From an optimization exercise on the open Yosys and OpenROAD flow, aimed at small area, a short achievable clock period and few clock cycles per item; shortcuts taken in it are not production practice.
RTL that was checked went through simulation tests only; none was proved equivalent to the original.
Power is estimated from default activity; no workload was simulated.

==> flow/design.v <==
module s16_decoder (
    input  wire        clk,
    input  wire        rst,         
    input  wire        in_valid,
    output wire        in_ready,
    input  wire [31:0] in_word,
    input  wire        in_first,    
    input  wire [15:0] in_len,      
    output reg         out_valid,
    input  wire        out_ready,
    output wire [27:0] out_value,
    output wire        out_last
);
    function automatic [3:0] next_width(input [3:0] s, input [4:0] l);
        begin
            case (s)
                0:  next_width = 1;
                1:  next_width = (l < 15) ? 1 : 2;
                2:  next_width = (l < 8) ? 1 : (l < 15) ? 2 : 1;
                3:  next_width = (l < 8) ? 2 : 1;
                4:  next_width = 2;
                5:  next_width = 3;
                6:  next_width = (l < 4) ? 3 : 4;
                7:  next_width = 4;
                8:  next_width = (l < 3) ? 4 : 5;
                9:  next_width = (l < 5) ? 5 : 4;
                10: next_width = (l < 3) ? 5 : 6;
                11: next_width = (l < 4) ? 6 : 5;
                12: next_width = 7;
                13: next_width = 9;
                default: next_width = 14;
            endcase
        end
    endfunction
    function automatic [4:0] first_width(input [3:0] s);
        begin
            case (s)
                0, 2, 3: first_width = 1;
                1, 4:    first_width = 2;
                6:       first_width = 3;
                5, 7, 9: first_width = 4;
                8, 11:   first_width = 5;
                10:      first_width = 6;
                12:      first_width = 7;
                13:      first_width = 10;
                14:      first_width = 14;
                default: first_width = 28;
            endcase
        end
    endfunction
    function automatic [4:0] slots_less_one(input [3:0] s);
        begin
            case (s)
                0:  slots_less_one = 27;
                1, 2, 3: slots_less_one = 20;
                4:  slots_less_one = 13;
                5:  slots_less_one = 8;
                6:  slots_less_one = 7;
                7:  slots_less_one = 6;
                8, 9: slots_less_one = 5;
                10, 11: slots_less_one = 4;
                12: slots_less_one = 3;
                13: slots_less_one = 2;
                14: slots_less_one = 1;
                default: slots_less_one = 0;
            endcase
        end
    endfunction
    reg [27:0] data;      
    reg [3:0]  sel;       
    reg [4:0]  left;      
    reg [4:0]  width;     
    reg [15:0] remain;    
    reg        list_end;   
    reg        word_done;  
    assign out_value = data & ~(28'hfffffff << width);
    assign out_last  = list_end;
    wire [27:0] sh1 = width[0] ? {data[27],    data[27:1]} : data;
    wire [27:0] sh2 = width[1] ? {sh1[27:26],  sh1[27:2]}  : sh1;
    wire [27:0] sh4 = width[2] ? {sh2[27:24],  sh2[27:4]}  : sh2;
    wire [27:0] shifted = width[3] ? {sh4[27:18], sh4[25:8]} : sh4;
    wire take = out_valid && out_ready;
    assign in_ready = !out_valid || (out_ready && word_done);
    wire accept = in_valid && in_ready;
    always @(posedge clk) begin
        if (rst) begin
            out_valid <= 1'b0;
        end else if (accept) begin
            out_valid <= 1'b1;
        end else if (take && word_done) begin
            out_valid <= 1'b0;
        end
        if (accept) begin
            data  <= in_word[27:0];
            sel   <= in_word[31:28];
            left  <= slots_less_one(in_word[31:28]);
            width <= first_width(in_word[31:28]);
        end else if (take) begin
            data  <= shifted;
            left  <= left - 5'd1;
            width <= {1'b0, next_width(sel, left)};
        end
        if (accept && in_first)
            remain <= in_len;
        else if (take)
            remain <= remain - 16'd1;
        if (accept) begin
            list_end  <= in_first ? (in_len == 16'd1) : take ? (remain == 16'd2) : (remain == 16'd1);
            word_done <= in_first ? (in_len == 16'd1) : take ? (remain == 16'd2) : (remain == 16'd1);
            if (in_word[31:28] == 4'd15)
                word_done <= 1'b1;
        end else if (take) begin
            list_end  <= (remain == 16'd2);
            word_done <= (remain == 16'd2) || (left == 5'd1);
        end
    end
endmodule
export LEC_CHECK = 0
export CAP_MARGIN = 20
export CORE_MARGIN = 2
export CORE_UTILIZATION = 70
export SLEW_MARGIN = 20
create_clock -name core_clock -period 8.0 [get_ports {clk}]
standard.sh (not shown) runs the stock make flow with config.mk's settings and CLKGATE_MAP_FILE= SYNTH_SCRIPT=/design/flow/synth_recipe.tcl, a recipe that flattens the netlist after the stock synthesis.
==> flow/flow/run.sh <==
#!/bin/bash
set -euo pipefail
bash standard.sh \
  "BUFFER_PORTS_ARGS=-buffer_cell sky130_fd_sc_hd__buf_1" \
  "SETUP_SLACK_MARGIN=4.6" \
  "CTS_ARGS=-sink_clustering_enable -repair_clock_nets -buf_list sky130_fd_sc_hd__clkbuf_8 -sink_clustering_size 30 -dont_use_dummy_load" \
  finish > standard.log 2>&1
Testbench counts at the start, summed over its fixed seeds: cycles 33,211, items 33,203.
Next try:
--- a/flow/design.v
+++ b/flow/design.v
@@ -79,6 +79,25 @@
     wire [27:0] sh2 = width[1] ? {sh1[27:26],  sh1[27:2]}  : sh1;
     wire [27:0] sh4 = width[2] ? {sh2[27:24],  sh2[27:4]}  : sh2;
     wire [27:0] shifted = width[3] ? {sh4[27:18], sh4[25:8]} : sh4;
+    wire [16:0] rb;
+    wire [15:0] remain_dec;
+    assign rb[0] = 1'b1;
+    genvar gi;
+    generate
+        for (gi = 0; gi < 16; gi = gi + 1) begin : g_rdec
+            assign remain_dec[gi] = remain[gi] ^ rb[gi];
+            assign rb[gi + 1]     = rb[gi] & ~remain[gi];
+        end
+    endgenerate
+    wire [5:0] lb;
+    wire [4:0] left_dec;
+    assign lb[0] = 1'b1;
+    generate
+        for (gi = 0; gi < 5; gi = gi + 1) begin : g_ldec
+            assign left_dec[gi] = left[gi] ^ lb[gi];
+            assign lb[gi + 1]   = lb[gi] & ~left[gi];
+        end
+    endgenerate
     wire take = out_valid && out_ready;
     assign in_ready = !out_valid || (out_ready && word_done);
     wire accept = in_valid && in_ready;
@@ -97,13 +116,13 @@
             width <= first_width(in_word[31:28]);
         end else if (take) begin
             data  <= shifted;
-            left  <= left - 5'd1;
+            left  <= left_dec;
             width <= {1'b0, next_width(sel, left)};
         end
         if (accept && in_first)
             remain <= in_len;
         else if (take)
-            remain <= remain - 16'd1;
+            remain <= remain_dec;
         if (accept) begin
             list_end  <= in_first ? (in_len == 16'd1) : take ? (remain == 16'd2) : (remain == 16'd1);
             word_done <= in_first ? (in_len == 16'd1) : take ? (remain == 16'd2) : (remain == 16'd1);
After rerunning:
- The changed run went through all stages and came out clean
- routed wire length increases by a little under a tenth
- via count climbs by a few percent
- power came out higher by a few percent
- core utilization increases by 1.5 points
- clock-buffer cell count does not change
- final cell count came out higher by a few percent
- clock skew decreases by 0.015 ns
- critical path depth grows by 1
- sequential power falls slightly
- cell area is higher by a few percent
- sequential share of layout area goes down by 1.0 points
Function not checked in the second run of this note: the RTL went through the layout flow alone.

==> static timing again, ports no longer ideal <==
How much do the figures lean on ideal ports? The routed layouts below were timed once more, with nothing changed but the port constraints. Step 1, drivers: a clkbuf_16 drives clk and a buf_2 each remaining input, both assumed. Step 2 adds t to the input delays and takes it off the output delays; t is the mean of the earliest and latest rising clock arrival at the registers after step 1. Input paths then give back, and output paths get back, about the clock's delay inside the block. Slacks: no drivers / after step 1 / after step 2; pairs: no drivers / after step 1.
run | shift t [ns] | slack for setup (ns) | clock arrival spread, ns | slew at the worst register clock pin (ns) | worst slew at a driven data input, ns
the first run | 0.359 | 4.392 / 4.356 / 4.356 | 0.032 / 0.031 | 0.07 / 0.07 | 0.05
the second run | 0.375 | 4.383 / 4.344 / 4.344 | 0.025 / 0.026 | 0.08 / 0.08 | 0.05
After both steps every run listed still meets setup and hold. The setup slack of the second run, which loses most, moves by -0.039 ns with the drivers and by -0.039 ns with both steps.
